What follows belongs to an exercise in optimizing a design on an open flow for small area; a production flow would make more cautious choices.
Where RTL was checked, it was by simulation tests only, not by an equivalence proof against the original.
Power figures rest on the tool's default switching activity, not on a simulated workload.

Setup of alpha:
## pitchcomm_engine
module pitchcomm_engine (
  input  wire        clk,
  input  wire        rst,         
  input  wire        bus_valid,
  input  wire        bus_write,
  input  wire [7:0]  bus_addr,
  input  wire [3:0]  bus_be,
  input  wire [31:0] bus_wdata,
  output wire [31:0] bus_rdata,
  output wire        bus_fault
);
Size: roughly 260 flip-flops, about 81 I/O pins, roughly 12000 µm² of cells after synthesis.
Settings: LEC_CHECK=0, CAP_MARGIN=20, CORE_MARGIN=2, CORE_UTILIZATION=60, GPL_TIMING_DRIVEN=0, SLEW_MARGIN=20, SYNTH_HIERARCHICAL=1; clock period 8.0 ns.
standard.sh (not shown) runs the stock make flow with config.mk's settings and CLKGATE_MAP_FILE= SYNTH_SCRIPT=/design/flow/synth_recipe.tcl, a recipe that flattens the netlist after the stock synthesis.
==> flow/flow/run.sh <==
#!/bin/bash
# The standard layout (standard.sh, unchanged synthesis), with two changes:
# - the port buffers are the smallest buffer cell (buf_1) instead of the one
#   buffer_ports picks by default;
# - clock tree synthesis uses clkbuf_8 buffers in larger sink clusters and
#   inserts no dummy loads.
# standard.sh's full output goes to standard.log; ORFS's per-step logs are in
# orfs/logs/.
set -euo pipefail
export BUFFER_PORTS_ARGS="-buffer_cell sky130_fd_sc_hd__buf_1"
export CTS_ARGS="-sink_clustering_enable -repair_clock_nets -dont_use_dummy_load -buf_list sky130_fd_sc_hd__clkbuf_8 -sink_clustering_size 16 -sink_clustering_max_diameter 60"
bash standard.sh > standard.log 2>&1
alpha completed end to end with timing, DRC and antenna clean.
Relative to alpha, the following input files were edited for beta:
Settings: clearing GPL_TIMING_DRIVEN, which used to be 0; swapping 20 for 0 in CAP_MARGIN; swapping 20 for 0 in SLEW_MARGIN.
Looking at count of clock-buffer cells in the layout, beta sits 1 above alpha.
Non-clock inverter instance count of the final layout: alpha vs beta identical
| cell area | higher: alpha |
Compared alpha against beta; filler-free cell count of the finished design within noise.

---

Setup of main:
Another version of the RTL of pitchcomm_engine (not shown whole).
Size: about 1100 cells after synthesis, roughly 260 flip-flops, about 81 I/O pins, ~12000 µm² of cells after synthesis.
## pitchcomm_engine
module pitchcomm_engine (
  input  wire        clk,
  input  wire        rst,         
  input  wire        bus_valid,
  input  wire        bus_write,
  input  wire [7:0]  bus_addr,
  input  wire [3:0]  bus_be,
  input  wire [31:0] bus_wdata,
  output wire [31:0] bus_rdata,
  output wire        bus_fault
);
clock: 8.0 ns
lec_check: 0
cap_margin: 20
core_margin: 2
core_utilization: 40
slew_margin: 20
synth_hierarchical: 1
run.sh (not shown) runs the stock make flow with config.mk's settings and CLKGATE_MAP_FILE= SYNTH_SCRIPT=/design/flow/synth_recipe.tcl, a recipe that flattens the netlist after the stock synthesis.
Stock flow here: none of the scripts above is used.
For the feature branch, these inputs were changed with respect to main:
- CTS_CLUSTER_SIZE now 24, previously not set
- CTS_BUF_LIST now sky130_fd_sc_hd__clkbuf_8, previously not set
- CTS_CLUSTER_DIAMETER now 60, previously not set
Findings:
Looking at register share of total power, the feature branch sits 7.5 points higher than main does. The feature branch vs. main: first-pass GRT wire length did not really move; layout-stage area growth over the synthesis result went down.
Function was not checked in any run of this note: the RTL went through the layout flow alone.

---

## the reference run
Another version of the RTL of pitchcomm_engine (not shown whole).
For scale: ~1100 cells after synthesis, ~260 flip-flops, about 81 I/O pins, about 0.012 mm^2 of cells after synthesis.
==> flow/config.mk <==
export PLATFORM = sky130hd
export DESIGN_NAME = pitchcomm_engine
export DESIGN_NICKNAME = pitchcomm_engine
export VERILOG_FILES = /design/flow/design.v
export SDC_FILE = /design/flow/constraint.sdc
export NUM_CORES = 4
export LEC_CHECK = 0
export CAP_MARGIN = 20
export CORE_MARGIN = 2
export CORE_UTILIZATION = 70
export SLEW_MARGIN = 20
export SYNTH_HIERARCHICAL = 1
==> flow/constraint.sdc <==
create_clock -name core_clock -period 8.0 [get_ports {clk}]
set_input_delay 1.6000 -clock core_clock [delete_from_list [all_inputs] [get_ports {clk}]]
set_output_delay 1.6000 -clock core_clock [all_outputs]
set_load 0.01 [all_outputs]
standard.sh (not shown) runs the stock make flow with config.mk's settings and CLKGATE_MAP_FILE= SYNTH_SCRIPT=/design/flow/synth_recipe.tcl, a recipe that flattens the netlist after the stock synthesis.
Scripts as last shown in full above: flow/flow/run.sh
Input-level comparison between the trial run and the reference run:
Settings: CORE_UTILIZATION changed from 70 to 60.
==> comparison <==
- [compare] base=the reference run new=the trial run: worst setup slack shrank by 16 ps; total die area grew by 0.0029 mm^2; remaining routing DRC violations held steady; post-layout instance area grew by 110 um^2.
- Status: worst hold slack parity (the trial run, the reference run)
- In the reports for the reference run and the trial run, the larger non-clock buffer count belongs to the trial run.
- From the reference run to the trial run the numbers moved as follows: initial cell density of the core now smaller; routed wire length now smaller.
- Number of library cell types mapped by synthesis: the reference run vs the trial run identical
- Going from the reference run to the trial run, the final-stage net count was found to have gone up by 4.
- Between the reference run and the trial run, first-iteration DRC count is higher for the reference run, the trial run comes in under that.
- The trial run reached the final stage; the timing, DRC and antenna checks on its layout passed.

---

pitchcomm_engine with an RTL version that a note above also has.
Size: ~260 flip-flops.
Settings: LEC_CHECK=0, CAP_MARGIN=20, CORE_MARGIN=2, CORE_UTILIZATION=40, SLEW_MARGIN=20, SYNTH_HIERARCHICAL=1; clock period 8.0 ns.
Scripts as last shown in full above: flow/flow/run.sh
Change:
- CORE_UTILIZATION: 40 -> 60
Effect: The changed run completed without violations; cell area decreases by 1.6%; setup slack gets better by 0.039 ns; die area went down by 33%; routed wire length is lower by 5.9%; combinational power falls by about 3%; clock-buffer cell count is lower by 5; total power is lower by 3.6%; global-route usage goes up by 12 points; area after synthesis does not change; worst hold slack hardly moves; final cell count drops by 7.5%.

---

pitchcomm_engine with an RTL version that a note above also has.
For scale: ~1100 cells after synthesis, ~260 flip-flops, ~81 I/O pins, roughly 12000 um2 of cells after synthesis.
Design pitchcomm_engine, start of the top module:
module pitchcomm_engine (
  input  wire        clk,
  input  wire        rst,         
  input  wire        bus_valid,
  input  wire        bus_write,
  input  wire [7:0]  bus_addr,
  input  wire [3:0]  bus_be,
  input  wire [31:0] bus_wdata,
  output wire [31:0] bus_rdata,
  output wire        bus_fault
);
  localparam [7:0] MAGIC   = 8'hCC;
  localparam [7:0] VERSION = 8'h01;
  localparam [2:0] S_OK          = 3'd0;
  localparam [2:0] S_BAD_LENGTH  = 3'd1;
  localparam [2:0] S_BAD_MAGIC   = 3'd2;
  localparam [2:0] S_VERSION     = 3'd3;
  localparam [2:0] S_CHECKSUM    = 3'd4;
  localparam [2:0] S_DUPLICATE   = 3'd5;
  localparam [2:0] S_ILLEGAL     = 3'd7;
  genvar g;
  reg [15:0] ck_acc;
  reg [7:0]  txseq;
  reg        tx_ok;                  
  reg [7:0]  txb2, txb3, txb4;       
  reg [63:0] rxb;                    
  reg [31:0] rxlen;
  reg        rx_ok;                  
  reg [7:0]  rx_cmd, rx_code, rx_seq;
  reg [31:0] now;
  reg        valid;                  
  reg [7:0]  last_seq, last_cmd;
  reg [31:0] last_time;
  reg [2:0]  result;
  reg        err;
  wire [5:0] widx = bus_addr[7:2];
  wire rd_map = (widx != 6'd0) && (widx <= 6'd11 || (widx >= 6'd16 && widx <= 6'd31));
  wire wr_map = (widx == 6'd0) || (widx == 6'd8) || (widx == 6'd9) ||
                (widx >= 6'd24 && widx <= 6'd31);
  wire acc_ok = (bus_be == 4'b1111) && (bus_addr[1:0] == 2'b00) &&
                (bus_write ? wr_map : rd_map);
  wire fault_now = bus_valid && !acc_ok;
  wire wr_ok     = bus_valid && bus_write && acc_ok;
  assign bus_fault = fault_now;
  wire we_cmd   = wr_ok && !bus_addr[5];
  wire we_now   = wr_ok && !bus_addr[6] && bus_addr[5] && !bus_addr[2];
  wire we_rxlen = wr_ok && !bus_addr[6] && bus_addr[2];
  wire we_rxbuf = wr_ok && bus_addr[6];
  wire [7:0] op   = bus_wdata[31:24];
  wire [7:0] op_a = bus_wdata[23:16];
  wire [7:0] op_b = bus_wdata[15:8];
  wire [7:0] op_c = bus_wdata[7:0];
  wire za = (op_a == 8'h00);
  wire zb = (op_b == 8'h00);
  ...
Settings: LEC_CHECK=0, CAP_MARGIN=20, CORE_MARGIN=2, CORE_UTILIZATION=60, SLEW_MARGIN=20, SYNTH_HIERARCHICAL=1; clock period 8.0 ns.
==> flow/flow/run.sh <==
#!/bin/bash
# The standard layout (standard.sh, unchanged synthesis), with two changes:
# - the port buffers are the smallest buffer cell (buf_1) instead of the one
#   buffer_ports picks by default;
# - clock tree synthesis uses clkbuf_16 buffers in large sink clusters and
#   inserts no dummy loads.
# standard.sh's full output goes to standard.log; ORFS's per-step logs are in
# orfs/logs/.
set -euo pipefail
export BUFFER_PORTS_ARGS="-buffer_cell sky130_fd_sc_hd__buf_1"
export CTS_ARGS="-sink_clustering_enable -repair_clock_nets -dont_use_dummy_load -buf_list sky130_fd_sc_hd__clkbuf_16 -sink_clustering_size 28 -sink_clustering_max_diameter 80"
bash standard.sh > standard.log 2>&1
==> next run, changes <==
==> flow/flow/run.sh (replaced) <==
#!/bin/bash
# The standard layout (standard.sh, unchanged synthesis), with two changes:
# - the port buffers are the smallest buffer cell (buf_1) instead of the one
#   buffer_ports picks by default;
# - clock tree synthesis uses clkbuf_8 buffers in larger sink clusters and
#   inserts no dummy loads.
# standard.sh's full output goes to standard.log; ORFS's per-step logs are in
# orfs/logs/.
set -euo pipefail
export BUFFER_PORTS_ARGS="-buffer_cell sky130_fd_sc_hd__buf_1"
export CTS_ARGS="-sink_clustering_enable -repair_clock_nets -dont_use_dummy_load -buf_list sky130_fd_sc_hd__clkbuf_8 -sink_clustering_size 16 -sink_clustering_max_diameter 60"
bash standard.sh > standard.log 2>&1
CORE_UTILIZATION = 78   (was 60)
Effect:
- final area goes down slightly
- maximum frequency goes down by a few percent
- wire length goes down by a few percent

[static timing again, ports no longer ideal]
No port has a modelled driver above. Below, the same layouts with a new extraction and two added sets of constraints. Step 1: set_driving_cell puts a clkbuf_16 on clk and a buf_2 on each other input, an assumption about the parent block. Step 2 adds t to the input delays and takes it off the output delays; t is the mean of the earliest and latest rising clock arrival at the registers after step 1. Input paths then give back, and output paths get back, about the clock's delay inside the block. Three values: no drivers, after step 1, after step 2; two values: the first two.
run	t (ns)	setup WS [ns]	worst setup path at the end	worst data-port slew with drivers (ns)	cell pins on the clock port's net
alpha	0.578	0.352 / 0.287 / -0.137	input to register	0.06	1
beta	0.588	1.293 / 1.269 / 1.269	input to output	0.04	1
main	0.615	0.323 / 0.302 / 0.302	input to output	0.04	1
the feature branch	0.632	0.336 / 0.315 / 0.315	input to output	0.04	1
the reference run	0.557	1.048 / 1.027 / 1.027	input to output	0.05	1
the trial run	0.571	1.032 / 1.012 / 1.012	input to output	0.07	1
the first run of note 4	0.609	1.256 / 1.230 / 1.230	input to output	0.03	1
the second run of note 4	0.587	1.294 / 1.271 / 1.271	input to output	0.04	1
the first run of note 5	0.522	1.097 / 1.074 / 1.074	input to output	0.06	1
the second run of note 5	0.561	0.811 / 0.785 / 0.739	input to register	0.04	1
With both steps, setup timing fails in alpha, where it was met with ideal ports. For alpha, which loses most, drivers alone change the setup slack by -0.065 ns; drivers and shift together by -0.489 ns.
